Source: an optimization exercise on an open RTL-to-GDS flow (aim: small area, a short achievable clock period and few clock cycles). Production flows keep margins and buffers that such runs may drop.
The RTL was checked by simulation tests, not by an equivalence proof against the original design.
No activity file was given, so power comes from the tool's default toggle rates.

==> design.v <==
module rle_line_enc (
    input  wire        clk,
    input  wire        rst,
    input  wire        cfg_valid,
    output wire        cfg_ready,
    input  wire [15:0] cfg_width,     
    input  wire        cfg_b16,       
    input  wire        s_valid,
    output wire        s_ready,
    input  wire [15:0] s_data,
    output wire        m_valid,
    input  wire        m_ready,
    output wire [15:0] m_data,
    output wire        m_last,
    output wire [17:0] m_len
);
    localparam integer N = 129;           
    localparam integer K = 16;            
    reg [15:0] in_left;                   
    reg        il_zero, il_one, il_two;   
    reg        pend;                      
    reg        b16_cur, b16_old;
    reg        cfg_rdy;                   
    assign cfg_ready = cfg_rdy;
    wire cfg_hs = cfg_valid && cfg_rdy;
    reg        s_rdy;                     
    reg        jlast, jb16;               
    reg [15:0] jdata;
    reg        iv, ilast, ib16;           
    reg [15:0] idata;
    reg        av, alast, ab16;           
    reg [15:0] adata;
    reg        eqr;                       
    assign s_ready = s_rdy;
    wire acc = s_valid && s_rdy;
    wire        fire;
    wire        advance = !av || fire;
    wire        i_free  = !iv || advance;
    wire        new_b16  = pend ? b16_old : b16_cur;
    wire        new_last = pend || il_one;
    wire [15:0] new_data = new_b16 ? s_data : {8'h00, s_data[7:0]};
    wire        jv    = !s_rdy;
    wire        xv    = jv || acc;
    wire [15:0] xdata = jv ? jdata : new_data;
    wire        xlast = jv ? jlast : new_last;
    wire        xb16  = jv ? jb16  : new_b16;
    wire        eq_ix = (idata == xdata);
    wire        eq_ax = (adata == xdata);
    localparam [1:0] P_NONE = 2'd0, P_REP = 2'd1, P_LIT = 2'd2;
    reg [1:0] pst;
    reg [6:0] pcnt;
    reg       c126;                       
    wire       eq   = eqr && !alast;
    wire [6:0] cnt1 = pcnt + 7'd1;
    wire p_none = (pst == P_NONE);
    wire p_rep  = (pst == P_REP);
    wire p_lit  = (pst == P_LIT);
    wire lit_start = p_none && !eq;                     
    wire rep_last  = p_rep && !(eq && !c126);           
    wire slots1    = p_lit && !eq;                      
    wire close     = p_lit && (eq || c126 || alast);    
    wire [6:0] close_len = eq ? pcnt : cnt1;
    wire lit_open  = lit_start && !alast;               
    wire [15:0] hdr_word = p_none ? {1'b1, !alast, alast, ab16, 4'b0000, 1'b1, 7'd1}
                                  : {1'b1, 1'b0,   alast, ab16, 4'b0000, 1'b0, cnt1};
    reg [7:0] np;                         
    reg       np1, np2, np3, npge2, npge3;
    reg [2:0] fh;                         
    reg [4:0] hp;                         
    reg       hp_far;                     
    wire okL = npge2 && fh[1] && fh[0];
    wire okR = npge3 ? (fh[2] && fh[1]) : (np2 && fh[1] && fh[0]);
    wire ok1 = (np1 && fh[0]) || (np2 && fh[1]) || (np3 && fh[2]);
    reg [7:0] fq0, fq1, fq2, fq3;         
    reg [1:0] fwp, frp;
    reg [2:0] fcnt;
    reg       ffull, fempty;
    wire fifo_ok = !(close && hp_far && ffull);
    wire wr_ok   = (!lit_start || okL) && (!rep_last || okR) && (!slots1 || ok1);
    assign fire = av && (alast || iv) && wr_ok && fifo_ok;
    wire doL   = fire && lit_start;
    wire doR   = fire && rep_last;
    wire do1   = fire && slots1;
    wire dpush = fire && close && hp_far;
    wire dpat  = fire && close && !hp_far;
    wire selB1 = doL || (doR && !npge3) || (do1 && np1);
    wire selA2 = doL || (doR && !npge3);
    wire selB2 = (doR && npge3) || (do1 && np2);
    wire selA3 = doR && npge3;
    wire selB3 = do1 && np3;
    reg  [16*N-1:0] ring;
    wire [15:0] S = ring[16*N-1 -: 16];
    reg [6:0]  rcnt;                      
    reg        hdr_mode, rcnt1;           
    reg        rlastpkt, rb16;
    reg [7:0]  skip;                      
    reg        in_skip;                   
    reg        flushing;                  
    reg        ov, olast;
    reg [15:0] od;
    reg [17:0] olen;
    assign m_valid = ov;
    assign m_data  = od;
    assign m_last  = olast;
    assign m_len   = olen;
    wire [7:0] fhead = (frp == 2'd0) ? fq0 : (frp == 2'd1) ? fq1 : (frp == 2'd2) ? fq2 : fq3;
    wire can_out = !ov || m_ready;
    wire hdr_ok  = S[15] && (!S[14] || !fempty);
    wire consume = !in_skip && can_out && (!hdr_mode || hdr_ok);
    wire miss    = !in_skip && !consume && (!hdr_mode || S[15]);
    wire skip_free = ({1'b0, np} + {1'b0, skip} < N);
    wire freeS   = flushing || consume || (in_skip ? skip_free : (hdr_mode && !S[15]));
    wire pop     = consume && hdr_mode && S[14];
    wire [7:0] h_ctrl = S[14] ? {1'b1, fhead[6:0]} : S[7:0];
    wire       h_last = S[14] ? fhead[7] : S[13];
    wire       e_b16  = hdr_mode ? S[12] : rb16;
    wire [6:0] h_cnt  = h_ctrl[7] ? h_ctrl[6:0] : 7'd1;
    integer k;
    reg [16*N-1:0] ring_n;
    always @(*) begin
        ring_n = {ring[16*N-17:0], 16'h0000};
        ring_n[15:0] = {S[15] && !freeS && !rst, S[14:0]};
        for (k = 1; k <= K; k = k + 1) begin
            if (dpat && hp == k - 1) begin
                ring_n[16*k + 14] = 1'b0;
                ring_n[16*k + 13] = alast;
                ring_n[16*k +: 7] = close_len;
            end
        end
        if (selB1) ring_n[16*1 +: 16] = adata;
        if (selA2) ring_n[16*2 +: 16] = hdr_word;
        if (selB2) ring_n[16*2 +: 16] = adata;
        if (selA3) ring_n[16*3 +: 16] = hdr_word;
        if (selB3) ring_n[16*3 +: 16] = adata;
    end
    always @(posedge clk) ring <= ring_n;
    reg  [7:0] np_n;
    reg  [2:0] fcnt_n;
    reg  [7:0] skip_n;
    reg  [6:0] rcnt_n;
    reg  [6:0] pcnt_n;
    always @(*) begin
        if (doL)
            np_n = 8'd1;
        else if (doR)
            np_n = npge3 ? 8'd2 : 8'd1;
        else if (do1)
            np_n = np;
        else
            np_n = (np == N - 1) ? 8'd0 : np + 8'd1;
        fcnt_n = fcnt + {2'b00, dpush} - {2'b00, pop};
        if (in_skip)   skip_n = skip - 8'd1;
        else if (miss) skip_n = N - 1;
        else           skip_n = 8'd0;
        rcnt_n = rcnt;
        if (consume) rcnt_n = hdr_mode ? h_cnt : rcnt - 7'd1;
        pcnt_n = pcnt;
        if (fire) begin
            if (p_none || (p_lit && eq)) pcnt_n = 7'd1;
            else                         pcnt_n = cnt1;
        end
    end
    always @(posedge clk) begin
        if (rst) begin
            in_left  <= 16'd0;
            il_zero  <= 1'b1;
            il_one   <= 1'b0;
            il_two   <= 1'b0;
            pend     <= 1'b0;
            b16_cur  <= 1'b0;
            b16_old  <= 1'b0;
            cfg_rdy  <= 1'b1;
            s_rdy    <= 1'b1;
            iv       <= 1'b0;
            av       <= 1'b0;
            pst      <= P_NONE;
            pcnt     <= 7'd0;
            c126     <= 1'b0;
            np       <= 8'd1;
            np1      <= 1'b1;
            np2      <= 1'b0;
            np3      <= 1'b0;
            npge2    <= 1'b0;
            npge3    <= 1'b0;
            fh       <= 3'b111;
            hp       <= K[4:0];
            hp_far   <= 1'b1;
            fwp      <= 2'd0;
            frp      <= 2'd0;
            fcnt     <= 3'd0;
            ffull    <= 1'b0;
            fempty   <= 1'b1;
            rcnt     <= 7'd0;
            hdr_mode <= 1'b1;
            rcnt1    <= 1'b0;
            skip     <= N - 1;
            in_skip  <= 1'b1;
            flushing <= 1'b1;
            ov       <= 1'b0;
            olast    <= 1'b1;
        end else begin
            if (cfg_hs) begin
                b16_cur <= cfg_b16;
                in_left <= cfg_width;
                il_zero <= (cfg_width == 16'd0);
                il_one  <= (cfg_width == 16'd1);
                il_two  <= (cfg_width == 16'd2);
                if (il_one && !acc) begin
                    pend    <= 1'b1;
                    b16_old <= b16_cur;
                end
                cfg_rdy <= !(il_one && !acc) && (cfg_width == 16'd1);
            end else begin
                if (acc && !pend) begin
                    in_left <= in_left - 16'd1;
                    il_zero <= il_one;
                    il_one  <= il_two;
                    il_two  <= (in_left == 16'd3);
                end
                cfg_rdy <= !(pend && !acc) &&
                           ((acc && !pend) ? (il_one || il_two) : (il_one || il_zero));
            end
            if (acc && pend)
                pend <= 1'b0;
            if (i_free) begin
                iv    <= xv;
                idata <= xdata;
                ilast <= xlast;
                ib16  <= xb16;
                eqr   <= advance ? eq_ix : eq_ax;
                s_rdy <= 1'b1;
            end else if (acc) begin
                jdata <= new_data;
                jlast <= new_last;
                jb16  <= new_b16;
                s_rdy <= 1'b0;
            end
            if (advance) begin
                av    <= iv;
                adata <= idata;
                alast <= ilast;
                ab16  <= ib16;
            end
            if (fire) begin
                case (pst)
                    P_NONE:  pst <= eq ? P_REP : (alast ? P_NONE : P_LIT);
                    P_REP:   if (rep_last) pst <= P_NONE;
                    default: pst <= eq ? P_REP : ((c126 || alast) ? P_NONE : P_LIT);
                endcase
            end
            pcnt <= pcnt_n;
            c126 <= (pcnt_n == 7'd126);
            np    <= np_n;
            np1   <= (np_n == 8'd1);
            np2   <= (np_n == 8'd2);
            np3   <= (np_n == 8'd3);
            npge2 <= (np_n >= 8'd2);
            npge3 <= (np_n >= 8'd3);
            fh    <= {fh[1:0], freeS};
            if (fire && lit_open) begin
                hp     <= 5'd2;
                hp_far <= 1'b0;
            end else if (!hp_far) begin
                hp     <= hp + 5'd1;
                hp_far <= (hp == K - 1);
            end
            if (dpush) begin
                case (fwp)
                    2'd0: fq0 <= {alast, close_len};
                    2'd1: fq1 <= {alast, close_len};
                    2'd2: fq2 <= {alast, close_len};
                    default: fq3 <= {alast, close_len};
                endcase
                fwp <= fwp + 2'd1;
            end
            if (pop)
                frp <= frp + 2'd1;
            fcnt   <= fcnt_n;
            ffull  <= (fcnt_n == 3'd4);
            fempty <= (fcnt_n == 3'd0);
            skip    <= skip_n;
            in_skip <= (skip_n != 8'd0);
            if (skip == 8'd1) flushing <= 1'b0;
            rcnt     <= rcnt_n;
            hdr_mode <= (rcnt_n == 7'd0);
            rcnt1    <= (rcnt_n == 7'd1);
            if (consume) begin
                ov    <= 1'b1;
                olen  <= (olast ? 18'd0 : olen) + (e_b16 ? 18'd2 : 18'd1);
                if (hdr_mode) begin
                    od       <= {8'h00, h_ctrl};
                    olast    <= 1'b0;
                    rb16     <= S[12];
                    rlastpkt <= h_last;
                end else begin
                    od    <= S;
                    olast <= rlastpkt && rcnt1;
                end
            end else if (m_ready) begin
                ov <= 1'b0;
            end
        end
    end
endmodule
==> run.sh <==
#!/bin/bash
# synth_recipe.tcl (not shown) runs the flow's synth.tcl, then flattens the netlist and writes it again
# the make line also repeats each setting of config.mk as NAME=value (left out here)
make -C /OpenROAD-flow-scripts/flow DESIGN_CONFIG=/design/flow/config.mk WORK_HOME=/design/flow/orfs CLKGATE_MAP_FILE= SYNTH_SCRIPT=/design/flow/synth_recipe.tcl finish
==> config.mk <==
export PLATFORM = sky130hd
export DESIGN_NAME = rle_line_enc
export DESIGN_NICKNAME = rle_line_enc
export VERILOG_FILES = /design/flow/design.v
export SDC_FILE = /design/flow/constraint.sdc
export NUM_CORES = 4
export LEC_CHECK = 0
export CAP_MARGIN = 20
export CORE_MARGIN = 2
export CORE_UTILIZATION = 45
export CTS_CLUSTER_DIAMETER = 100
export CTS_CLUSTER_SIZE = 30
export PLACE_DENSITY = 0.65
export SLEW_MARGIN = 20
==> constraint.sdc <==
create_clock -name core_clock -period 11.0 [get_ports {clk}]
set_input_delay 2.2000 -clock core_clock [delete_from_list [all_inputs] [get_ports {clk}]]
set_output_delay 2.2000 -clock core_clock [all_outputs]
set_load 0.01 [all_outputs]
==> results.py, run 1 <==
metrics = {
    "timing": {
        "maxSlewViolCount": 0,
        "final.setup.tns_ns": 0,
        "final_hold_viol_count": 0,
        "fmaxAchievable_mhz": 209.9,
        "rsz0062_at_grt": "false",
        "min_period_over_period": 0.4331,
        "min_period_ns": 4.764,
        "setup_viol": 0,
        "relSlewSlack": 0.3641,
        "fin_skew_ns": 0.03550,
        "worst_pin_slew_ns": 0.9515,
    },
    "synth": {
        "synth-seq-cells": 2275,
        "synth.top_cell.area_share": 0.7984,
        "synth_top_area_cell": "dfxtp_1",
        "yosysSeqAreaShare": 0.8668,
        "synth_cell_type_count": 73,
        "avgSynthCellArea_um2": 15.52,
        "netlist_instances": 3477,
        "synthFlopType": "dfxtp_1",
        "synth_warnings": 1,
        "synth_area_um2": 53960,
        "synth-edff-count": 123,
        "ys_async_sr_fraction": 0,
        "synth_nets": 3550,
        "synth_area_leaders": "dfxtp_1, edfxtp_1, nand2_1",
    },
    "floorplanning": {
        "start_util": 0.4516,
        "die_h_um": 350.3,
        "die_w_um": 350.3,
        "core_um2": 119500,
        "ios": 76,
        "die-area_um2": 122700,
        "rows": 127,
    },
    "drt": {
        "drt-pass1-iter-count": 5,
        "drt_iter0_drc": 1406,
        "vias": 22562,
        "viasPerCell": 4.333,
        "drc": 0,
        "ant_nets": 0,
        "routedWlPerCell_um": 13.37,
        "wirelength_um": 69620,
    },
    "placement": {
        "post-place-cells": 5098,
        "hpwl_um": 41890,
        "place.gp.congestion": 0.8501,
        "portBuffers": 75,
    },
    "power_and_ir_drop": {
        "peakVddDrop_v": 0.0001431,
        "p_sw_mw": 2.469,
        "power.density_nw_per_um2": 212.8,
        "pwr-share-clk": 0.301,
        "p_int_mw": 10.07,
        "p_leak_nw": 22.88,
        "sequentialPowerShare": 0.681,
        "swShare": 0.1968,
        "share_comb_of_total_power": 0.018,
    },
    "cells_and_area": {
        "n_fill_cell": 10111,
        "antennaDiodeCount": 0,
        "drive_gt1_frac": 0.05313,
        "synthToLayoutAreaGrowth_pct": 9.233,
        "layoutNonFillerInstCount": 5207,
        "layout.nets": 3648,
    },
    "global_route": {
        "groute.layer.met3.usage": 0.02778,
        "grt-ovfl-total": 0,
        "use_met1": 0.1690,
        "grt_util_all_layers": 0.1140,
        "grt_pass1_wl_um": 113700,
        "antenna_found_initial": 4,
        "use_met2": 0.1637,
        "grt_max_degree": 63,
        "grt_pass1_vias": 21796,
        "top_usage_layer": "met1",
    },
    "job": {
        "maxCapViolations": 0,
    },
    "clock_tree": {
        "htree_num_levels": 3,
        "clock-root-buffer": "clkbuf_16",
        "clk_latency_ns": 0.70,
        "postCtsHoldBufs": 0,
        "cts-resized-gates": 0,
        "cts_buffers": 87,
        "postCtsSetupBuffers": 0,
        "clock_sinks": 2275,
        "cts_tree": "built",
        "clkTransAtPathRegs_ns": 0.11,
        "clock_path_buffers": 3,
    },
    "worst_setup_path": {
        "cp_max_fo": 25,
        "critPathCaptureType": "flop",
        "startpoint_type": "flop",
        "arrival_ns": 5.34,
        "crit_required_ns": 11.57,
        "r2r_slack_ns": 6.24,
        "worstSetupPathType": "flop to flop",
    },
    "hold_path": {
        "hold_path.class": "flop to flop",
    },
    "outcome": {
        "run_status": "finished clean",
    },
}
flip-flops by register name, indices dropped and copies added (netlist names), 3 cells and up:
signal   cells
skip         8
idata       16
hp           5
adata       16
fq0          8
pcnt         7
fq3          8
fcnt         3
fq1          8
olen        18
jdata       16
ring      2064
np           8
fh           3
in_left     16
fq2          8
rcnt         7
od          16
area by class of cell:
cell class	count	area, um^2	area share
sequential	2275	46770	0.7935
multi-input combinational	1073	6683	0.1134
clock buffer	97	2267	0.03846
tap	1612	2017	0.03422
timing repair buffer	89	850.8	0.01443
inverter	49	183.9	0.003120
clock inverter	12	167.7	0.002844
power by group through the flow:
stage	clock (mW)	combinational, mW	sequential, mW
3_5_place_dp	0	0.228	8.72
6_report	3.78	0.228	8.53
5_1_grt	4.22	0.257	8.56
4_1_cts	3.94	0.230	8.54
2_1_floorplan	0	0.173	8.69
3_3_place_gp	0	0.225	8.72
logic make-up after synthesis:
logic type / count (synthesis) / synth area share
compound gates: 308 / 0.03425
fa+ha+maj: 35 / 0.008533
buf+inv: 129 / 0.009623
xor+xnor: 72 / 0.01169
flops: 2275 / 0.8668
simple gates: 569 / 0.05154
mux: 89 / 0.01755
layout by cell type (no fill, tap or decap), types with 5 or more instances in the layout:
cell / count
or2_2: 7
xor2_1: 25
a21o_1: 7
edfxtp_1: 123
dfxtp_1: 2152
and2_1: 40
a211oi_1: 17
o211ai_1: 16
a211o_1: 5
nand4b_1: 5
mux2_2: 45
nor2b_1: 20
nor2_1: 118
nor4_1: 17
nand2b_1: 16
clkbuf_1: 7
nand2_1: 218
clkinv_8: 6
a21oi_1: 53
clkdlybuf4s50_1: 74
nand3_1: 35
a311oi_1: 5
clkbuf_16: 89
nand4_1: 10
a31oi_1: 16
mux2i_1: 44
a22oi_1: 5
ha_1: 32
nor3_1: 25
o22ai_1: 6
buf_4: 14
nand4b_2: 6
o21ai_0: 145
inv_1: 49
xnor2_1: 47
and3_1: 11
or3_1: 14
cells in the mapped netlist, drive strengths merged, types with 3 or more instances:
cell type and n:
dfxtp 2152, nand2 219, o21ai 148, edfxtp 123
nor2 120, clkbuf 61, a21oi 54, inv 49
xnor2 47, mux2 45, mux2i 44, and2 40
nand3 36, ha 32, nor3 29, xor2 25
nor2b 20, buf 19, nor4 19, a211oi 17
a31oi 16, nand2b 16, o211ai 16, or3 14
and3 11, nand4 11, nand4b 11, or2 8
a21o 7, o22ai 6, a211o 5, a22oi 5
a311oi 5, o21a 4, a221oi 3, and4 3
fa 3, nor3b 3, o41ai 3
critical path, cell delays in order, from the launching register on:
cell,delay (ns)
edfxtp_1,0.78
nand2b_1,0.43
o211a_1,0.29
a211o_1,0.40
nor2_1,0.76
nand2_1,0.69
nand2_1,0.88
mux2_2,0.41
metal layers:
layer	part of all wire	vias up
met1	0.53	10690
met4	0.022	0
met5	0	-
li1	-	11449
met2	0.40	327
met3	0.050	96
path summary, 6_finish.rpt:
kind	to	from	cells after the start
hold / removal	ring[1429]	ring[1413]	0
hold reg to reg	ring[1429]	ring[1413]	0
setup / recovery	ring[28]	alast	7
setup reg to reg	ring[28]	alast	7
through the flow:
step	setup slack, ns	utilization	hold WS (ns)	power, mW	cell area, um^2
global route	6.059	0.4933	0.3204	13.03	58940
global placement	6.196	0.4729	0.3101	8.949	56510
CTS	6.268	0.4933	0.3069	12.71	58940
finish	6.236	0.4933	0.3082	12.54	58940
detailed placement	6.171	0.4729	0.3121	8.952	56510
floorplan	6.310	-	0.3096	8.864	53960
Testbench counts, summed over its fixed seeds: cycles 73,519.
==> run 2: changes to the inputs <==
--- a/design.v
+++ b/design.v
@@ -73,7 +73,7 @@
     wire ok1 = (np1 && fh[0]) || (np2 && fh[1]) || (np3 && fh[2]);
     reg [7:0] fq0, fq1, fq2, fq3;         
-    reg [1:0] fwp, frp;
-    reg [2:0] fcnt;
-    reg       ffull, fempty;
+    reg [2:0] fwp, frp;                   
+    wire      fempty = (fwp == frp);
+    wire      ffull  = (fwp == {~frp[2], frp[1:0]});
     wire fifo_ok = !(close && hp_far && ffull);
     wire wr_ok   = (!lit_start || okL) && (!rep_last || okR) && (!slots1 || ok1);
@@ -92,5 +92,5 @@
     wire [15:0] S = ring[16*N-1 -: 16];
     reg [6:0]  rcnt;                      
-    reg        hdr_mode, rcnt1;           
+    reg        hdr_mode, rcnt1, rcnt2;    
     reg        rlastpkt, rb16;
     reg [7:0]  skip;                      
@@ -104,5 +104,5 @@
     assign m_last  = olast;
     assign m_len   = olen;
-    wire [7:0] fhead = (frp == 2'd0) ? fq0 : (frp == 2'd1) ? fq1 : (frp == 2'd2) ? fq2 : fq3;
+    wire [7:0] fhead = (frp[1:0] == 2'd0) ? fq0 : (frp[1:0] == 2'd1) ? fq1 : (frp[1:0] == 2'd2) ? fq2 : fq3;
     wire can_out = !ov || m_ready;
     wire hdr_ok  = S[15] && (!S[14] || !fempty);
@@ -116,4 +116,7 @@
     wire       e_b16  = hdr_mode ? S[12] : rb16;
     wire [6:0] h_cnt  = h_ctrl[7] ? h_ctrl[6:0] : 7'd1;
+    wire [15:0] od_n    = hdr_mode ? {8'h00, h_ctrl} : S;
+    wire [17:0] olen_n  = (olast ? 18'd0 : olen) + (e_b16 ? 18'd2 : 18'd1);
+    wire        olast_n = !hdr_mode && rlastpkt && rcnt1;
     integer k;
     reg [16*N-1:0] ring_n;
@@ -136,5 +139,4 @@
     always @(posedge clk) ring <= ring_n;
     reg  [7:0] np_n;
-    reg  [2:0] fcnt_n;
     reg  [7:0] skip_n;
     reg  [6:0] rcnt_n;
@@ -149,5 +151,4 @@
         else
             np_n = (np == N - 1) ? 8'd0 : np + 8'd1;
-        fcnt_n = fcnt + {2'b00, dpush} - {2'b00, pop};
         if (in_skip)   skip_n = skip - 8'd1;
         else if (miss) skip_n = N - 1;
@@ -186,12 +187,10 @@
             hp       <= K[4:0];
             hp_far   <= 1'b1;
-            fwp      <= 2'd0;
-            frp      <= 2'd0;
-            fcnt     <= 3'd0;
-            ffull    <= 1'b0;
-            fempty   <= 1'b1;
+            fwp      <= 3'd0;
+            frp      <= 3'd0;
             rcnt     <= 7'd0;
             hdr_mode <= 1'b1;
             rcnt1    <= 1'b0;
+            rcnt2    <= 1'b0;
             skip     <= N - 1;
             in_skip  <= 1'b1;
@@ -266,5 +265,5 @@
             end
             if (dpush) begin
-                case (fwp)
+                case (fwp[1:0])
                     2'd0: fq0 <= {alast, close_len};
                     2'd1: fq1 <= {alast, close_len};
@@ -272,31 +271,26 @@
                     default: fq3 <= {alast, close_len};
                 endcase
-                fwp <= fwp + 2'd1;
+                fwp <= fwp + 3'd1;
             end
             if (pop)
-                frp <= frp + 2'd1;
-            fcnt   <= fcnt_n;
-            ffull  <= (fcnt_n == 3'd4);
-            fempty <= (fcnt_n == 3'd0);
+                frp <= frp + 3'd1;
             skip    <= skip_n;
             in_skip <= (skip_n != 8'd0);
             if (skip == 8'd1) flushing <= 1'b0;
             rcnt     <= rcnt_n;
-            hdr_mode <= (rcnt_n == 7'd0);
-            rcnt1    <= (rcnt_n == 7'd1);
             if (consume) begin
-                ov    <= 1'b1;
-                olen  <= (olast ? 18'd0 : olen) + (e_b16 ? 18'd2 : 18'd1);
-                if (hdr_mode) begin
-                    od       <= {8'h00, h_ctrl};
-                    olast    <= 1'b0;
-                    rb16     <= S[12];
-                    rlastpkt <= h_last;
-                end else begin
-                    od    <= S;
-                    olast <= rlastpkt && rcnt1;
-                end
-            end else if (m_ready) begin
-                ov <= 1'b0;
+                hdr_mode <= !hdr_mode && rcnt1;
+                rcnt1    <= hdr_mode ? (h_cnt == 7'd1) : rcnt2;
+                rcnt2    <= hdr_mode ? (h_cnt == 7'd2) : (rcnt == 7'd3);
+            end
+            ov <= consume || (ov && !m_ready);
+            if (consume) begin
+                od    <= od_n;
+                olen  <= olen_n;
+                olast <= olast_n;
+            end
+            if (consume && hdr_mode) begin
+                rb16     <= S[12];
+                rlastpkt <= h_last;
             end
         end
==> flow/run.sh (new file) <==
#!/bin/bash
# The standard layout (standard synthesis, floorplan, placement, CTS, routing),
# with the resizer's setup repair aiming for extra slack beyond the clock period.
# make's full output goes to flow_make.log; each ORFS step keeps its own log
# under orfs/logs/.
set -euo pipefail
bash standard.sh SETUP_SLACK_MARGIN=7.5 finish > flow_make.log 2>&1
==> standard.sh (new file) <==
#!/bin/bash
# synth_recipe.tcl (not shown) runs the flow's synth.tcl, then flattens the netlist and writes it again
# the make line also repeats each setting of config.mk as NAME=value (left out here)
make -C /OpenROAD-flow-scripts/flow DESIGN_CONFIG=/design/flow/config.mk WORK_HOME=/design/flow/orfs CLKGATE_MAP_FILE= SYNTH_SCRIPT=/design/flow/synth_recipe.tcl "${@:-finish}"
removed: run.sh
==> run 2 against run 1 <==
  * Final cell count fell by 1.0%
  * Sequential share of layout area decreased by 0.18 points
  * Clock skew is 0.0053 ns lower
  * Count of clock-buffer cells in the layout grew 3
  * Critical path depth is 6 lower
  * Area after synthesis is 0.42% lower
  * Die area is 0.41% lower
  * Sequential power barely moved
  * Clock power up 1%
  * Critical endpoint is now m_data[6]
  * Highest routed layer unchanged
==> results.py, run 2 <==
metrics = {
    "outcome": {
        "run_status": "finished clean",
    },
    "cells_and_area": {
        "reg_top3": "ring (2064), olen (18)",
        "layout.nets": 3667,
        "drive_gt1_frac": 0.08018,
        "layout_common_cells": "dfxtp_1, nand2_1, o21ai_0",
        "n_fill_cell": 9823,
        "synthToLayoutAreaGrowth_pct": 9.873,
        "final_common_cell": "dfxtp_1",
        "regMostFlops": "ring",
        "largest_reg_flops": 2064,
    },
    "worst_setup_path": {
        "arrival_ns": 1.42,
        "startpoint_type": "flop",
        "cp_max_fo": 1,
        "cp_cell_sequence": "buf_2",
        "crit_slowest_cell": "edfxtp_1",
        "cpPeakStageDelay_ns": 0.54,
        "critPathBufInv": 1,
        "critPathCaptureType": "output pin",
        "worstSetupPathType": "flop to output pin",
        "crit_required_ns": 8.80,
        "path_delay_family": "flip-flops",
    },
    "global_route": {
        "groute.layer.met3.usage": 0.02759,
        "grt-ovfl-total": 0,
        "use_met1": 0.1707,
        "grt_util_all_layers": 0.1149,
        "grt_pass1_vias": 21526,
        "grt_max_degree": 54,
        "grt_pass1_wl_um": 113400,
        "antenna_found_initial": 3,
        "top_usage_layer": "met1",
        "use_met2": 0.1666,
    },
    "clock_tree": {
        "clock-root-buffer": "clkbuf_16",
        "clock_path_buffers": 3,
        "clock_sinks": 2273,
        "clkTransAtPathRegs_ns": 0.11,
        "postCtsHoldBufs": 0,
        "cts_buffers": 88,
        "clk_latency_ns": 0.69,
        "cts_tree": "built",
        "htree_num_levels": 3,
    },
    "synth": {
        "avgSynthCellArea_um2": 15.56,
        "netlist_instances": 3454,
        "synth-edff-count": 123,
        "synthFlopType": "dfxtp_1",
        "synth_warnings": 1,
        "synth.top_cell.area_share": 0.8010,
        "synth_nets": 3527,
        "synth_area_um2": 53740,
        "ys_async_sr_fraction": 0,
        "synth_cell_type_count": 77,
        "yosysSeqAreaShare": 0.8697,
        "synth_area_leaders": "dfxtp_1, edfxtp_1, nand2_1",
        "synth_most_common_cell": "dfxtp_1",
        "synth-seq-cells": 2273,
        "yosys-top-cells-count": "dfxtp_1, nand2_1, o21ai_0, edfxtp_1, nor2_1",
        "synth_top_area_cell": "dfxtp_1",
    },
    "timing": {
        "setup_viol": 0,
        "fin_skew_ns": 0.03017,
        "fmaxAchievable_mhz": 276.4,
        "rsz0062_at_grt": "true",
        "final.setup.tns_ns": 0,
        "min_period_over_period": 0.3289,
        "min_period_ns": 3.618,
        "worst_pin_slew_ns": 0.9556,
        "final_hold_viol_count": 0,
        "relSlewSlack": 0.3626,
        "setup_slack_ns": 7.382,
        "maxSlewViolCount": 0,
    },
    "floorplanning": {
        "core_um2": 118200,
        "die_w_um": 349.6,
        "ios": 76,
        "die-area_um2": 122200,
        "rows": 126,
        "die_h_um": 349.6,
        "start_util": 0.4545,
    },
    "drt": {
        "viasPerCell": 4.387,
        "ant_nets": 0,
        "vias": 22613,
        "routedWlPerCell_um": 13.67,
        "drt_iter0_drc": 1319,
        "wirelength_um": 70450,
        "drc": 0,
        "drt-pass1-iter-count": 5,
    },
    "power_and_ir_drop": {
        "p_leak_nw": 22.83,
        "peakVddDrop_v": 0.0001346,
        "power.density_nw_per_um2": 213.2,
    },
    "placement": {
        "pre_cts_slack_ns": 6.253,
        "place.gp.congestion": 0.8541,
        "hpwl_um": 42170,
        "portBuffers": 75,
    },
    "hold_path": {
        "hold_path.class": "flop to flop",
    },
    "job": {
        "maxCapViolations": 0,
    },
}
## run 2: cell types whose count changed in the layout (fill, tap and decap cells not counted), sizes merged, moves of 8 or more
cell | before | now
nand4b | 11 | 2
buf | 15 | 88
a21oi | 54 | 62
o21ai | 148 | 158
clkdlybuf4s50 | 74 | 35
nand2 | 219 | 228
## run 2: layout make-up
type | instances | area (um^2) | area share
Antenna cell | 1 | 2.502 | 0.00004238
Clock buffer | 100 | 2290 | 0.03878
Clock inverter | 13 | 217.7 | 0.003687
Inverter | 42 | 157.7 | 0.002670
Multi-Input combinational cell | 1065 | 6714 | 0.1137
Sequential cell | 2273 | 46750 | 0.7918
Tap cell | 1536 | 1922 | 0.03255
Timing Repair Buffer | 124 | 989.7 | 0.01676
## run 2: worst paths after layout
kind	startpoint	end	slack, ns	depth (start not counted)
worst min register to register	ring[527]	ring[543]	0.31	0
worst min-delay path	ring[527]	ring[543]	0.31	0
worst max-delay path	od[6]	m_data[6]	7.38	1
worst max register to register	alast	ring[49]	7.81	7
## run 2: cells by family (layout without fill, tap and decap cells)
kind of cell / count (synthesis) / in the layout / synth area share
buffers and inverters: 118 / 279 / 0.008662
adders and majority gates: 35 / 35 / 0.008429
AOI/OAI and AO/OA: 317 / 317 / 0.03537
DFF: 2273 / 2273 / 0.8697
other: 0 / 1 / 0
xor gates and xnor gates: 71 / 71 / 0.01157
muxes: 94 / 94 / 0.01867
and+or+nand+nor: 546 / 548 / 0.04757
## run 2: metrics by stage
step                  util  power, mW  hold slack [ns]  instances  instance area (um^2)
floorplan                -      8.861           0.3096       3454                 53800
global placement    0.4755      8.945           0.3097       4997                 56220
detailed placement  0.4755      8.947           0.3121       4997                 56220
CTS                 0.4979      12.75           0.3084       5139                 58870
global route        0.4993      13.08           0.3079       5153                 59040
finish              0.4993      12.59           0.3090       5154                 59040
## run 2: power by group
group	internal, mW	switching [mW]	total, mW
sequential	8.47	0.0722	8.54
combinational	0.105	0.126	0.231
clock	1.54	2.28	3.82
## run 2: routing by layer
| metal | vias up | wire (um) |
|---|---|---|
| met5 | - | 0 |
| met4 | 0 | 1494 |
| met3 | 110 | 3769 |
| met2 | 362 | 28640 |
| met1 | 10674 | 36550 |
| li1 | 11467 | - |
## run 2: timing repair
item | in CTS | in global routing
gates cloned | 0 | 2
pin swaps | 6 | 4
resized for setup | 172 | 17
setup endpoints to repair | 271 | 176
buffers inserted | 29 | 12
hold endpoints to repair | 0 | 0
Testbench counts of run 2, summed over its fixed seeds: cycles 73,519.
==> run 3: changes to the inputs <==
--- a/design.v
+++ b/design.v
@@ -22,7 +22,9 @@
     reg        b16_cur, b16_old;
     reg        cfg_rdy;                   
+    reg        cfg_busy;                  
     assign cfg_ready = cfg_rdy;
-    wire cfg_hs = cfg_valid && cfg_rdy;
+    wire cfg_hs = cfg_valid && !cfg_busy;
     reg        s_rdy;                     
+    reg        jv;                        
     reg        jlast, jb16;               
     reg [15:0] jdata;
@@ -33,5 +35,5 @@
     reg        eqr;                       
     assign s_ready = s_rdy;
-    wire acc = s_valid && s_rdy;
+    wire acc = s_valid && !jv;
     wire        fire;
     wire        advance = !av || fire;
@@ -40,5 +42,4 @@
     wire        new_last = pend || il_one;
     wire [15:0] new_data = new_b16 ? s_data : {8'h00, s_data[7:0]};
-    wire        jv    = !s_rdy;
     wire        xv    = jv || acc;
     wire [15:0] xdata = jv ? jdata : new_data;
@@ -97,7 +98,11 @@
     reg        in_skip;                   
     reg        flushing;                  
-    reg        ov, olast;
+    reg        ov, olast;                 
+    reg        oe;                        
     reg [15:0] od;
     reg [17:0] olen;
+    reg        hlast;                     
+    reg [15:0] hd;                        
+    reg [17:0] hlen;                      
     assign m_valid = ov;
     assign m_data  = od;
@@ -105,5 +110,5 @@
     assign m_len   = olen;
     wire [7:0] fhead = (frp[1:0] == 2'd0) ? fq0 : (frp[1:0] == 2'd1) ? fq1 : (frp[1:0] == 2'd2) ? fq2 : fq3;
-    wire can_out = !ov || m_ready;
+    wire can_out = oe || m_ready;
     wire hdr_ok  = S[15] && (!S[14] || !fempty);
     wire consume = !in_skip && can_out && (!hdr_mode || hdr_ok);
@@ -117,5 +122,5 @@
     wire [6:0] h_cnt  = h_ctrl[7] ? h_ctrl[6:0] : 7'd1;
     wire [15:0] od_n    = hdr_mode ? {8'h00, h_ctrl} : S;
-    wire [17:0] olen_n  = (olast ? 18'd0 : olen) + (e_b16 ? 18'd2 : 18'd1);
+    wire [17:0] olen_n  = (hlast ? 18'd0 : hlen) + (e_b16 ? 18'd2 : 18'd1);
     wire        olast_n = !hdr_mode && rlastpkt && rcnt1;
     integer k;
@@ -138,4 +143,38 @@
     end
     always @(posedge clk) ring <= ring_n;
+    always @(posedge clk) begin
+        if (i_free) begin
+            idata <= xdata;
+            ilast <= xlast;
+            ib16  <= xb16;
+            eqr   <= advance ? eq_ix : eq_ax;
+        end else if (acc) begin
+            jdata <= new_data;
+            jlast <= new_last;
+            jb16  <= new_b16;
+        end
+        if (advance) begin
+            adata <= idata;
+            alast <= ilast;
+            ab16  <= ib16;
+        end
+        if (dpush) begin
+            case (fwp[1:0])
+                2'd0: fq0 <= {alast, close_len};
+                2'd1: fq1 <= {alast, close_len};
+                2'd2: fq2 <= {alast, close_len};
+                default: fq3 <= {alast, close_len};
+            endcase
+        end
+        if (consume && hdr_mode) begin
+            rb16     <= S[12];
+            rlastpkt <= h_last;
+        end
+    end
+    always @(posedge clk) begin
+        od    <= can_out ? od_n    : hd;
+        olen  <= can_out ? olen_n  : hlen;
+        olast <= can_out ? olast_n : hlast;
+    end
     reg  [7:0] np_n;
     reg  [7:0] skip_n;
@@ -172,5 +211,7 @@
             b16_old  <= 1'b0;
             cfg_rdy  <= 1'b1;
+            cfg_busy <= 1'b0;
             s_rdy    <= 1'b1;
+            jv       <= 1'b0;
             iv       <= 1'b0;
             av       <= 1'b0;
@@ -197,5 +238,6 @@
             flushing <= 1'b1;
             ov       <= 1'b0;
-            olast    <= 1'b1;
+            oe       <= 1'b1;
+            hlast    <= 1'b1;
         end else begin
             if (cfg_hs) begin
@@ -209,5 +251,6 @@
                     b16_old <= b16_cur;
                 end
-                cfg_rdy <= !(il_one && !acc) && (cfg_width == 16'd1);
+                cfg_rdy  <= !(il_one && !acc) && (cfg_width == 16'd1);
+                cfg_busy <= !(!(il_one && !acc) && (cfg_width == 16'd1));
             end else begin
                 if (acc && !pend) begin
@@ -217,28 +260,22 @@
                     il_two  <= (in_left == 16'd3);
                 end
-                cfg_rdy <= !(pend && !acc) &&
-                           ((acc && !pend) ? (il_one || il_two) : (il_one || il_zero));
+                cfg_rdy  <= !(pend && !acc) &&
+                            ((acc && !pend) ? (il_one || il_two) : (il_one || il_zero));
+                cfg_busy <= !(!(pend && !acc) &&
+                              ((acc && !pend) ? (il_one || il_two) : (il_one || il_zero)));
             end
             if (acc && pend)
                 pend <= 1'b0;
-            if (i_free) begin
+            if (i_free)
                 iv    <= xv;
-                idata <= xdata;
-                ilast <= xlast;
-                ib16  <= xb16;
-                eqr   <= advance ? eq_ix : eq_ax;
+            if (i_free) begin
                 s_rdy <= 1'b1;
+                jv    <= 1'b0;
             end else if (acc) begin
-                jdata <= new_data;
-                jlast <= new_last;
-                jb16  <= new_b16;
                 s_rdy <= 1'b0;
+                jv    <= 1'b1;
             end
-            if (advance) begin
+            if (advance)
                 av    <= iv;
-                adata <= idata;
-                alast <= ilast;
-                ab16  <= ib16;
-            end
             if (fire) begin
                 case (pst)
@@ -264,13 +301,6 @@
                 hp_far <= (hp == K - 1);
             end
-            if (dpush) begin
-                case (fwp[1:0])
-                    2'd0: fq0 <= {alast, close_len};
-                    2'd1: fq1 <= {alast, close_len};
-                    2'd2: fq2 <= {alast, close_len};
-                    default: fq3 <= {alast, close_len};
-                endcase
+            if (dpush)
                 fwp <= fwp + 3'd1;
-            end
             if (pop)
                 frp <= frp + 3'd1;
@@ -284,13 +314,10 @@
                 rcnt2    <= hdr_mode ? (h_cnt == 7'd2) : (rcnt == 7'd3);
             end
-            ov <= consume || (ov && !m_ready);
+            ov <= consume || (!oe && !m_ready);
+            oe <= !(consume || (!oe && !m_ready));
             if (consume) begin
-                od    <= od_n;
-                olen  <= olen_n;
-                olast <= olast_n;
-            end
-            if (consume && hdr_mode) begin
-                rb16     <= S[12];
-                rlastpkt <= h_last;
+                hd    <= od_n;
+                hlen  <= olen_n;
+                hlast <= olast_n;
             end
         end
--- a/flow/run.sh
+++ b/flow/run.sh
@@ -5,3 +5,3 @@
 # under orfs/logs/.
 set -euo pipefail
-bash standard.sh SETUP_SLACK_MARGIN=7.5 finish > flow_make.log 2>&1
+bash standard.sh SETUP_SLACK_MARGIN=7.8 finish > flow_make.log 2>&1
==> run 3 against run 2 <==
  * Combinational power rose by 11%
  * First-iteration DRC count rose by 13%
  * Sequential cell count rose by 38
  * Clock power barely moved
  * Design area rose by 3.2%
  * Non-clock buffer count rose by 3
  * Die area rose by 2.7%
  * Critical path depth rose by 7
  * Via count rose by 3.5%
  * Worst setup slack got worse by 0.14 ns
  * Maximum frequency fell by 3.7%
==> results.py, run 3 <==
metrics = {
    "placement": {
        "place.gp.congestion": 0.8182,
        "portBuffers": 75,
        "hpwl_um": 42180,
        "pre_cts_slack_ns": 5.964,
    },
    "global_route": {
        "antenna_found_initial": 3,
        "grt-ovfl-total": 0,
        "grt_util_all_layers": 0.1143,
        "grt_pass1_wl_um": 117400,
        "grt_pass1_vias": 22423,
        "grt_max_degree": 43,
    },
    "cells_and_area": {
        "regMostFlops": "ring",
        "antennaDiodeCount": 0,
        "layout.nets": 3728,
        "drive_gt1_frac": 0.1147,
        "layout_common_cells": "dfxtp_1, nand2_1, mux2_2",
        "final_common_cell": "dfxtp_1",
        "synthToLayoutAreaGrowth_pct": 10.40,
        "reg_top3": "ring (2064), hlen (18), olen (18)",
        "n_fill_cell": 10225,
        "largest_reg_flops": 2064,
    },
    "drt": {
        "drt-pass1-iter-count": 6,
        "vias": 23410,
        "wirelength_um": 72300,
        "routedWlPerCell_um": 13.63,
        "viasPerCell": 4.414,
        "ant_nets": 0,
        "drc": 0,
        "drt_iter0_drc": 1497,
    },
    "worst_setup_path": {
        "startpoint_type": "primary input",
        "worstSetupPathType": "primary input to flop",
        "critPathBufInv": 1,
        "path_delay_family": "simple AND/OR/NAND/NOR gates",
        "arrival_ns": 4.39,
        "cp_max_fo": 5,
        "cpPeakStageDelay_ns": 0.48,
        "cp_cell_sequence": "buf_8 > nand2b_4 > or2_4 > or4_4 > or3_4 > or4_4 > or3_1 > a311oi_1",
        "crit_required_ns": 11.63,
        "critPathCaptureType": "flop",
        "crit_top_cell": "or4_4",
        "crit_slowest_cell": "or4_4",
    },
    "hold_path": {
        "hold_path.class": "flop to flop",
    },
    "floorplanning": {
        "rows": 128,
        "die_h_um": 354.2,
        "die_w_um": 354.2,
        "ios": 76,
        "die-area_um2": 125400,
        "core_um2": 121700,
        "start_util": 0.4533,
    },
    "clock_tree": {
        "clock_sinks": 2311,
        "htree_num_levels": 3,
        "cts_tree": "built",
        "clock_path_buffers": 3,
        "clkTransAtPathRegs_ns": 0.10,
        "cts_buffers": 87,
        "clk_latency_ns": 0.71,
        "clock-root-buffer": "clkbuf_16",
        "postCtsHoldBufs": 0,
    },
    "timing": {
        "final_hold_viol_count": 0,
        "setup_slack_ns": 7.242,
        "worst_pin_slew_ns": 1.061,
        "maxSlewViolCount": 0,
        "setup_viol": 0,
        "relSlewSlack": 0.2916,
        "fin_skew_ns": 0.03755,
        "final.setup.tns_ns": 0,
        "min_period_over_period": 0.3416,
        "fmaxAchievable_mhz": 266.1,
        "rsz0062_at_grt": "true",
        "min_period_ns": 3.758,
    },
    "synth": {
        "synth_most_common_cell": "dfxtp_1",
        "synth_top_area_cell": "dfxtp_1",
        "synth_warnings": 1,
        "yosys-top-cells-count": "dfxtp_1, nand2_1, mux2_2, nor2_1, edfxtp_1",
        "synth-edff-count": 123,
        "synth_area_leaders": "dfxtp_1, edfxtp_1, mux2_2",
        "ys_async_sr_fraction": 0,
        "synth_cell_type_count": 65,
        "avgSynthCellArea_um2": 15.72,
        "netlist_instances": 3511,
        "synthFlopType": "dfxtp_1",
        "synth.top_cell.area_share": 0.7938,
        "synth_area_um2": 55180,
        "yosysSeqAreaShare": 0.8608,
        "synth_nets": 3584,
        "synth-seq-cells": 2311,
    },
    "job": {
        "maxCapViolations": 0,
    },
    "power_and_ir_drop": {
        "power.density_nw_per_um2": 208.8,
        "p_leak_nw": 23.99,
        "peakVddDrop_v": 0.0001296,
    },
    "outcome": {
        "run_status": "finished clean",
    },
}
run 3: cell types whose count changed in the layout (fill, tap and decap cells not counted), moves of 19 or more:
cell,before,now
nor2_1,114,137
o21ai_0,151,59
nand2_1,223,204
mux2_2,50,139
buf_6,5,32
dfxtp_2,1,28
buf_2,36,11
run 3: worst paths after layout:
kind	start	to	slack, ns	cells past startpoint
setup / recovery	s_valid	in_left[9]	7.24	8
hold / removal	ring[1657]	ring[1673]	0.31	0
setup reg to reg	alast	ring[18]	7.83	8
hold reg to reg	ring[1657]	ring[1673]	0.31	0
run 3: timing repair:
item / 4_1_cts / 5_1_grt
pin swaps: 18 / 22
cloned: 3 / 1
buffers inserted: 24 / 9
setup endpoints to repair: 361 / 202
resized for setup: 232 / 40
run 3: power breakdown:
group	switching (mW)	internal, mW
Combinational	0.134	0.123
Sequential	0.0710	8.57
Clock	2.32	1.50
Total	2.52	10.2
run 3: routing by layer:
| metal | routed length [um] | GRT usage | up-vias |
|---|---|---|---|
| li1 | - | - | 11678 |
| met2 | 29150 | 0.1627 | 332 |
| met1 | 37770 | 0.1733 | 11260 |
| met5 | 0 | 0 | - |
| met4 | 2094 | 0.03636 | 0 |
| met3 | 3286 | 0.02411 | 140 |
run 3: cells by family (layout without fill, tap and decap cells):
family	Yosys count	after routing	share of synthesized area
simple gates	567	568	0.04855
fa+ha+maj	35	35	0.008209
xor+xnor	78	78	0.01238
compound gates	223	224	0.02517
buf+inv	109	275	0.007574
flops	2311	2311	0.8608
mux	188	188	0.03735
run 3: final cells by class:
cell class	instances	area [um^2]	share of cell area
Clock buffer	104	2283	0.03748
Tap cell	1625	2033	0.03338
Multi-Input combinational cell	1093	7557	0.1241
Inverter	35	131.4	0.002157
Clock inverter	9	116.4	0.001910
Sequential cell	2311	47530	0.7803
Timing Repair Buffer	127	1261	0.02070
run 3: stage by stage:
step	util	cells	area, um^2	hold WS (ns)	power [mW]
after floorplan	-	3511	55240	0.3096	8.987
after global placement	0.4754	5154	57860	0.3101	9.064
after detailed placement	0.4754	5154	57860	0.3121	9.072
after CTS	0.4983	5294	60650	0.3142	12.88
after global routing	0.5005	5304	60920	0.3192	13.23
final	0.5005	5304	60920	0.3055	12.72
Testbench counts of run 3, summed over its fixed seeds: cycles 73,519.
==> run 4: changes to the inputs <==
--- a/design.v
+++ b/design.v
@@ -17,6 +17,10 @@
     localparam integer N = 129;           
     localparam integer K = 16;            
-    reg [15:0] in_left;                   
-    reg        il_zero, il_one, il_two;   
+    reg [15:0] in_left;
+    reg        dec;
+    reg        il_zero, il_one, il_two, il_three;    
+    wire       e_zero = dec ? il_one   : il_zero;
+    wire       e_one  = dec ? il_two   : il_one;
+    wire       e_two  = dec ? il_three : il_two;
     reg        pend;                      
     reg        b16_cur, b16_old;
@@ -40,5 +44,5 @@
     wire        i_free  = !iv || advance;
     wire        new_b16  = pend ? b16_old : b16_cur;
-    wire        new_last = pend || il_one;
+    wire        new_last = pend || e_one;
     wire [15:0] new_data = new_b16 ? s_data : {8'h00, s_data[7:0]};
     wire        xv    = jv || acc;
@@ -204,7 +208,9 @@
         if (rst) begin
             in_left  <= 16'd0;
+            dec      <= 1'b0;
             il_zero  <= 1'b1;
             il_one   <= 1'b0;
             il_two   <= 1'b0;
+            il_three <= 1'b0;
             pend     <= 1'b0;
             b16_cur  <= 1'b0;
@@ -242,26 +248,30 @@
         end else begin
             if (cfg_hs) begin
-                b16_cur <= cfg_b16;
-                in_left <= cfg_width;
-                il_zero <= (cfg_width == 16'd0);
-                il_one  <= (cfg_width == 16'd1);
-                il_two  <= (cfg_width == 16'd2);
-                if (il_one && !acc) begin
+                b16_cur  <= cfg_b16;
+                in_left  <= cfg_width;
+                dec      <= 1'b0;
+                il_zero  <= (cfg_width == 16'd0);
+                il_one   <= (cfg_width == 16'd1);
+                il_two   <= (cfg_width == 16'd2);
+                il_three <= (cfg_width == 16'd3);
+                if (e_one && !acc) begin
                     pend    <= 1'b1;
                     b16_old <= b16_cur;
                 end
-                cfg_rdy  <= !(il_one && !acc) && (cfg_width == 16'd1);
-                cfg_busy <= !(!(il_one && !acc) && (cfg_width == 16'd1));
+                cfg_rdy  <= !(e_one && !acc) && (cfg_width == 16'd1);
+                cfg_busy <= !(!(e_one && !acc) && (cfg_width == 16'd1));
             end else begin
-                if (acc && !pend) begin
-                    in_left <= in_left - 16'd1;
-                    il_zero <= il_one;
-                    il_one  <= il_two;
-                    il_two  <= (in_left == 16'd3);
+                if (dec) begin
+                    in_left  <= in_left - 16'd1;
+                    il_zero  <= il_one;
+                    il_one   <= il_two;
+                    il_two   <= il_three;
+                    il_three <= (in_left == 16'd4);
                 end
+                dec <= acc && !pend;
                 cfg_rdy  <= !(pend && !acc) &&
-                            ((acc && !pend) ? (il_one || il_two) : (il_one || il_zero));
+                            ((acc && !pend) ? (e_one || e_two) : (e_one || e_zero));
                 cfg_busy <= !(!(pend && !acc) &&
-                              ((acc && !pend) ? (il_one || il_two) : (il_one || il_zero)));
+                              ((acc && !pend) ? (e_one || e_two) : (e_one || e_zero)));
             end
             if (acc && pend)
==> run 4 against run 3 <==
  * Count of clock-buffer cells in the layout is 1 lower
  * Combinational power is 5% higher
  * Die area increased by 0.39%
  * Sequential cell count grew 2
  * Largest power group unchanged
  * Worst setup slack improved by 0.35 ns
  * Largest cell class unchanged
  * Utilization decreased by 0.087 points
  * Clock power is 1% higher
  * Synthesized cell count rose by 0.97%
  * Global-route usage grew 0.27 points
==> results.py, run 4 <==
metrics = {
    "global_route": {
        "grt-ovfl-total": 0,
        "use_met1": 0.1738,
        "grt_util_all_layers": 0.1170,
        "antenna_found_initial": 1,
        "use_met2": 0.1684,
        "groute.layer.met3.usage": 0.02872,
        "grt_max_degree": 74,
        "grt_pass1_wl_um": 120000,
        "top_usage_layer": "met1",
        "grt_pass1_vias": 22583,
    },
    "cells_and_area": {
        "largest_reg_flops": 2064,
        "antennaDiodeCount": 0,
        "final_common_cell": "dfxtp_1",
        "reg_top3": "ring (2064), hlen (18), olen (18)",
        "final_util": 0.4996,
        "synthToLayoutAreaGrowth_pct": 10.06,
        "layoutNonFillerInstCount": 5309,
        "drive_gt1_frac": 0.1086,
        "design_area_um2": 60970,
        "layout.nets": 3732,
        "layout_common_cells": "dfxtp_1, nand2_1, nor2_1",
        "regMostFlops": "ring",
    },
    "timing": {
        "min_period_over_period": 0.3098,
        "holdWs_ns": 0.3148,
        "relSlewSlack": 0.2675,
        "fmaxAchievable_mhz": 293.5,
        "worst_pin_slew_ns": 1.098,
        "final.setup.tns_ns": 0,
        "maxSlewViolCount": 0,
        "min_period_ns": 3.408,
        "setup_viol": 0,
        "rsz0062_at_grt": "true",
        "setup_slack_ns": 7.592,
        "final_hold_viol_count": 0,
        "fin_skew_ns": 0.03649,
    },
    "hold_path": {
        "whs_endpoint": "ring[1711]",
        "hp-start": "ring[1695]",
        "hold_path.class": "flop to flop",
        "hold_depth": 0,
    },
    "clock_tree": {
        "postCtsHoldBufs": 0,
        "clkTransAtPathRegs_ns": 0.11,
        "clk_latency_ns": 0.72,
        "clock-root-buffer": "clkbuf_16",
        "cts_buffers": 88,
        "clock_path_buffers": 3,
        "cts_tree": "built",
        "htree_num_levels": 3,
        "clock_sinks": 2313,
    },
    "worst_setup_path": {
        "arrival_ns": 1.21,
        "cpPeakStageDelay_ns": 0.38,
        "critPathBufInv": 1,
        "crit_slowest_cell": "dfxtp_4",
        "r2r_slack_ns": 7.98,
        "worstSetupPathType": "flop to output pin",
        "crit_required_ns": 8.80,
        "path_delay_family": "flip-flops",
        "startpoint_type": "flop",
        "cp_max_fo": 1,
        "critPathCaptureType": "output pin",
        "timing.rr.end": "ring[194]",
        "cp_cell_sequence": "buf_6",
        "reg2regPathDepth": 8,
        "r2r_start": "alast",
    },
    "drt": {
        "viasPerCell": 4.417,
        "wirelength_um": 73410,
        "vias": 23449,
        "ant_nets": 0,
        "drc": 0,
        "drt_iter0_drc": 1543,
        "routedWlPerCell_um": 13.83,
        "drt-pass1-iter-count": 4,
    },
    "synth": {
        "yosysSeqAreaShare": 0.8581,
        "synth_top_area_cell": "dfxtp_1",
        "synth_most_common_cell": "dfxtp_1",
        "synth_warnings": 1,
        "synth.top_cell.area_share": 0.7914,
        "synthFlopType": "dfxtp_1",
        "avgSynthCellArea_um2": 15.63,
        "ys_async_sr_fraction": 0,
        "synth_area_leaders": "dfxtp_1, edfxtp_1, mux2_2",
        "yosys-top-cells-count": "dfxtp_1, nand2_1, nor2_1, mux2_2, edfxtp_1",
        "synth-seq-cells": 2313,
        "synth_area_um2": 55400,
        "synth-edff-count": 123,
        "netlist_instances": 3545,
        "synth_cell_type_count": 71,
        "synth_nets": 3618,
    },
    "placement": {
        "place.gp.congestion": 0.8147,
        "placed_area_um2": 57990,
        "portBuffers": 75,
        "post-place-cells": 5178,
        "pre_cts_slack_ns": 6.179,
        "hpwl_um": 42780,
    },
    "floorplanning": {
        "ios": 76,
        "core_um2": 122000,
        "die_h_um": 354.9,
        "start_util": 0.4539,
        "die_w_um": 354.9,
        "rows": 128,
        "die-area_um2": 125900,
    },
    "job": {
        "maxCapViolations": 0,
    },
    "power_and_ir_drop": {
        "power.total_mw": 12.80,
        "power.density_nw_per_um2": 209.9,
        "p_leak_nw": 23.89,
        "peakVddDrop_v": 0.0001664,
    },
    "outcome": {
        "run_status": "finished clean",
    },
}
==> run 4: changes by cell type after synthesis, moves of 5 or more <==
cell      before  now
nor2_1       140  160
a22oi_1        6   16
xor2_1        36   26
and2_1        25   33
inv_1         35   42
nand4_1       12    5
clkbuf_1      61   55
mux2i_1       45   51
a21oi_1       68   63
nand2_2        0    5
o32ai_1        0    5
==> run 4: worst reg2reg max path, delay by kind of cell (launching register included) <==
family / cells / cell delay [ns]
flip-flops: 1 / 0.48
AND/OR/NAND/NOR: 6 / 1.76
AO/OA/AOI/OAI: 1 / 0.32
multiplexers: 1 / 0.37
==> run 4: area by class of cell <==
| class | count | area, um^2 |
|---|---|---|
| Sequential cell | 2313 | 47590 |
| Timing Repair Buffer | 96 | 974.7 |
| Clock buffer | 103 | 2280 |
| Multi-Input combinational cell | 1118 | 7749 |
| Tap cell | 1625 | 2033 |
| Inverter | 42 | 157.7 |
| Fill cell | 10266 | 61070 |
| Clock inverter | 12 | 191.4 |
==> run 4: layer usage <==
layer / wire length, um / part of all wire
met3: 4143 / 0.056
met1: 37520 / 0.51
met4: 1840 / 0.025
met2: 29910 / 0.41
met5: 0 / 0
==> run 4: repair_timing <==
action	in CTS	in global routing
pin swaps	8	9
buffers inserted	12	1
cloned	3	0
gates resized for setup	221	62
endpoints found under the setup margin	358	208
==> run 4: report_power, final <==
part / switching, mW / internal [mW]
Clock: 2.35 / 1.52
Sequential: 0.0732 / 8.59
Combinational: 0.143 / 0.127
==> run 4: cells by family after synthesis <==
kind of cell,Yosys count,synth area share
simple gates,587,0.04928
flops,2313,0.8581
buf+inv,116,0.008605
xor+xnor,67,0.01059
mux,197,0.03889
fa+ha+maj,35,0.008176
compound gates,230,0.02634
==> run 4: how the worst max path moves through the flow <==
stage,startpoint,to,cells after the start
4_1_cts,od[14],m_data[14],1
3_5_place_dp,m_ready,hlen[5],4
5_1_grt,od[6],m_data[6],1
2_1_floorplan,m_ready,hd[0],5
6_report,od[14],m_data[14],1
3_3_place_gp,m_ready,hd[0],4
Testbench counts of run 4, summed over its fixed seeds: cycles 73,519.
==> run 5: changes to the inputs <==
--- a/config.mk
+++ b/config.mk
@@ -8,7 +8,7 @@
 export CAP_MARGIN = 20
 export CORE_MARGIN = 2
-export CORE_UTILIZATION = 45
+export CORE_UTILIZATION = 55
 export CTS_CLUSTER_DIAMETER = 100
-export CTS_CLUSTER_SIZE = 30
-export PLACE_DENSITY = 0.65
+export CTS_CLUSTER_SIZE = 33
+export PLACE_DENSITY = 0.72
 export SLEW_MARGIN = 20
==> run 5 against run 4 <==
  * Still clean
  * Combinational power barely moved
  * Synthesized cell count unchanged
  * Sequential cell count stayed put
  * Sequential power about the same
  * Routed wire length is 0.72% lower
  * Global-route usage up 2.4 points
  * Register-to-register slack is essentially flat
  * Worst setup slack better by 0.034 ns
  * Count of clock-buffer cells in the layout fell by 13
  * Critical path type unchanged
  * Critical endpoint is now m_data[0]
  * Highest routed layer unchanged
==> results.py, run 5 <==
metrics = {
    "drt": {
        "routedWlPerCell_um": 14.66,
        "drt_iter0_drc": 1625,
        "viasPerCell": 4.713,
        "ant_nets": 0,
        "vias": 23440,
        "drc": 0,
        "wirelength_um": 72880,
        "drt-pass1-iter-count": 6,
    },
    "floorplanning": {
        "rows": 116,
        "ios": 76,
        "die-area_um2": 103300,
        "die_w_um": 321.4,
        "die_h_um": 321.4,
        "start_util": 0.5540,
        "core_um2": 100000,
    },
    "power_and_ir_drop": {
        "peakVddDrop_v": 0.0001834,
        "power.density_nw_per_um2": 208.6,
        "p_leak_nw": 23.84,
        "power.total_mw": 12.58,
    },
    "worst_setup_path": {
        "crit_required_ns": 8.80,
        "worstSetupPathType": "flop to output pin",
        "timing.rr.end": "ring[100]",
        "crit_slowest_cell": "dfxtp_2",
        "cp_cell_sequence": "buf_6",
        "reg2regPathDepth": 8,
        "critPathCaptureType": "output pin",
        "r2r_start": "alast",
        "arrival_ns": 1.17,
        "r2r_slack_ns": 7.97,
        "cpPeakStageDelay_ns": 0.38,
        "path_delay_family": "flip-flops",
        "cp_max_fo": 1,
        "startpoint_type": "flop",
        "critPathBufInv": 1,
    },
    "clock_tree": {
        "clk_latency_ns": 0.70,
        "clkTransAtPathRegs_ns": 0.12,
        "cts_tree": "built",
        "clock_sinks": 2313,
        "clock-root-buffer": "clkbuf_16",
        "htree_num_levels": 3,
        "cts_buffers": 80,
        "postCtsHoldBufs": 0,
        "clock_path_buffers": 3,
    },
    "timing": {
        "fmaxAchievable_mhz": 296.4,
        "rsz0062_at_grt": "true",
        "maxSlewViolCount": 0,
        "min_period_over_period": 0.3067,
        "fin_skew_ns": 0.04388,
        "min_period_ns": 3.373,
        "relSlewSlack": 0.3437,
        "holdWs_ns": 0.3163,
        "worst_pin_slew_ns": 0.9836,
        "final.setup.tns_ns": 0,
        "setup_slack_ns": 7.627,
        "setup_viol": 0,
        "final_hold_viol_count": 0,
    },
    "cells_and_area": {
        "final_util": 0.6033,
        "design_area_um2": 60330,
        "regMostFlops": "ring",
        "antennaDiodeCount": 0,
        "drive_gt1_frac": 0.1088,
        "synthToLayoutAreaGrowth_pct": 8.915,
        "reg_top3": "ring (2064), hlen (18), olen (18)",
        "final-seq-area_um2": 47580,
        "n_fill_cell": 7426,
        "largest_reg_flops": 2064,
        "multi_input_area_um2": 7720,
        "layout_common_cells": "dfxtp_1, nand2_1, nor2_1",
        "final_common_cell": "dfxtp_1",
        "layoutNonFillerInstCount": 4973,
        "layout.nets": 3731,
    },
    "placement": {
        "portBuffers": 75,
        "hpwl_um": 42740,
        "post-place-cells": 4851,
        "placed_area_um2": 57590,
        "place.gp.congestion": 0.8784,
        "pre_cts_slack_ns": 6.230,
    },
    "hold_path": {
        "whs_endpoint": "ring[1855]",
        "hold_depth": 0,
        "hp-start": "ring[1839]",
        "hold_path.class": "flop to flop",
    },
    "synth": {
        "synth_area_um2": 55400,
        "synth_cell_type_count": 71,
        "synth_nets": 3618,
        "yosys-top-cells-count": "dfxtp_1, nand2_1, nor2_1, mux2_2, edfxtp_1",
        "avgSynthCellArea_um2": 15.63,
        "synth-edff-count": 123,
        "synth.top_cell.area_share": 0.7914,
        "synthFlopType": "dfxtp_1",
        "yosysSeqAreaShare": 0.8581,
        "synth-seq-cells": 2313,
        "netlist_instances": 3545,
        "synth_area_leaders": "dfxtp_1, edfxtp_1, mux2_2",
        "synth_top_area_cell": "dfxtp_1",
        "ys_async_sr_fraction": 0,
        "synth_most_common_cell": "dfxtp_1",
        "synth_warnings": 1,
    },
    "global_route": {
        "grt_pass1_wl_um": 117400,
        "grt-ovfl-total": 0,
        "antenna_found_initial": 2,
        "grt_max_degree": 74,
        "grt_util_all_layers": 0.1411,
        "grt_pass1_vias": 22555,
    },
    "job": {
        "maxCapViolations": 0,
    },
    "outcome": {
        "run_status": "finished clean",
    },
}
==> run 5: cell counts after synthesis <==
Identical to the previous run, type by type.
==> run 5: timing repair <==
item,4_1_cts,5_1_grt
setup buffers,18,2
gates resized for setup,236,56
gates cloned,3,0
pin swaps,9,12
endpoints found under the setup margin,356,192
==> run 5: area by class of cell <==
cell class | count | share of cell area
flip-flops and latches | 2313 | 0.7886
multi-input cells | 1118 | 0.1280
clock buffers | 90 | 0.03397
well taps | 1298 | 0.02692
repair buffers | 103 | 0.01748
inverters | 42 | 0.002613
clock inverters | 9 | 0.002509
==> run 5: where the power goes <==
group	leakage (nW)	internal, mW	switching [mW]
registers	18.8	8.59	0.0735
clock network	1.07	1.37	2.28
logic	3.91	0.127	0.143
==> run 5: metal layers <==
| layer | wire [um] | up-vias | global-route usage |
|---|---|---|---|
| li1 | - | 11712 | - |
| met1 | 37370 | 11237 | 0.2098 |
| met2 | 30630 | 364 | 0.2098 |
| met3 | 3150 | 127 | 0.02764 |
| met4 | 1728 | 0 | 0.04133 |
| met5 | 0 | - | 0 |
==> run 5: worst max-delay path by stage <==
stage,startpoint,to,cells after the start
global route,od[0],m_data[0],1
floorplan,m_ready,hd[0],5
global placement,m_ready,hd[3],4
CTS,od[0],m_data[0],1
finish,od[0],m_data[0],1
detailed placement,m_ready,hd[8],4
==> run 5: logic make-up after synthesis <==
logic type / count (synthesis) / share of synthesized area
AO/OA/AOI/OAI: 230 / 0.02634
XOR/XNOR: 67 / 0.01059
adder cells (fa/ha/maj): 35 / 0.008176
buffers and inverters: 116 / 0.008605
flip-flops: 2313 / 0.8581
multiplexers: 197 / 0.03889
AND/OR/NAND/NOR: 587 / 0.04928

port drivers added, routing unchanged:
No port has a modelled driver above. Below, the same layouts with a new extraction and two added sets of constraints.
Step 1, drivers: a clkbuf_16 drives clk and a buf_2 each remaining input, both assumed.
Step 2, shift: input delay + t, output delay - t, t = (earliest + latest rising clock arrival at the registers) / 2. This alone moves slack from input paths to output paths.
Slacks: ideal / step 1 / step 2; pairs: ideal / step 1.
| run | t, ns | setup WS [ns] | worst setup path at the end | worst slew at a driven data input, ns | pins driven straight from the clock port |
|---|---|---|---|---|---|
| run 1 | 0.742 | 6.236 / 6.236 / 6.139 | input to register | 0.04 | 1 |
| run 2 | 0.736 | 7.382 / 7.316 / 6.748 | input to register | 0.13 | 1 |
| run 3 | 0.760 | 7.242 / 7.254 / 6.495 | input to register | 0.05 | 1 |
| run 4 | 0.766 | 7.592 / 7.522 / 7.101 | input to register | 0.05 | 1 |
| run 5 | 0.735 | 7.627 / 7.566 / 7.091 | input to register | 0.08 | 1 |
After both steps every run listed still meets setup and hold. The setup slack of run 3, which loses most, moves by +0.012 ns with the drivers and by -0.747 ns with both steps.
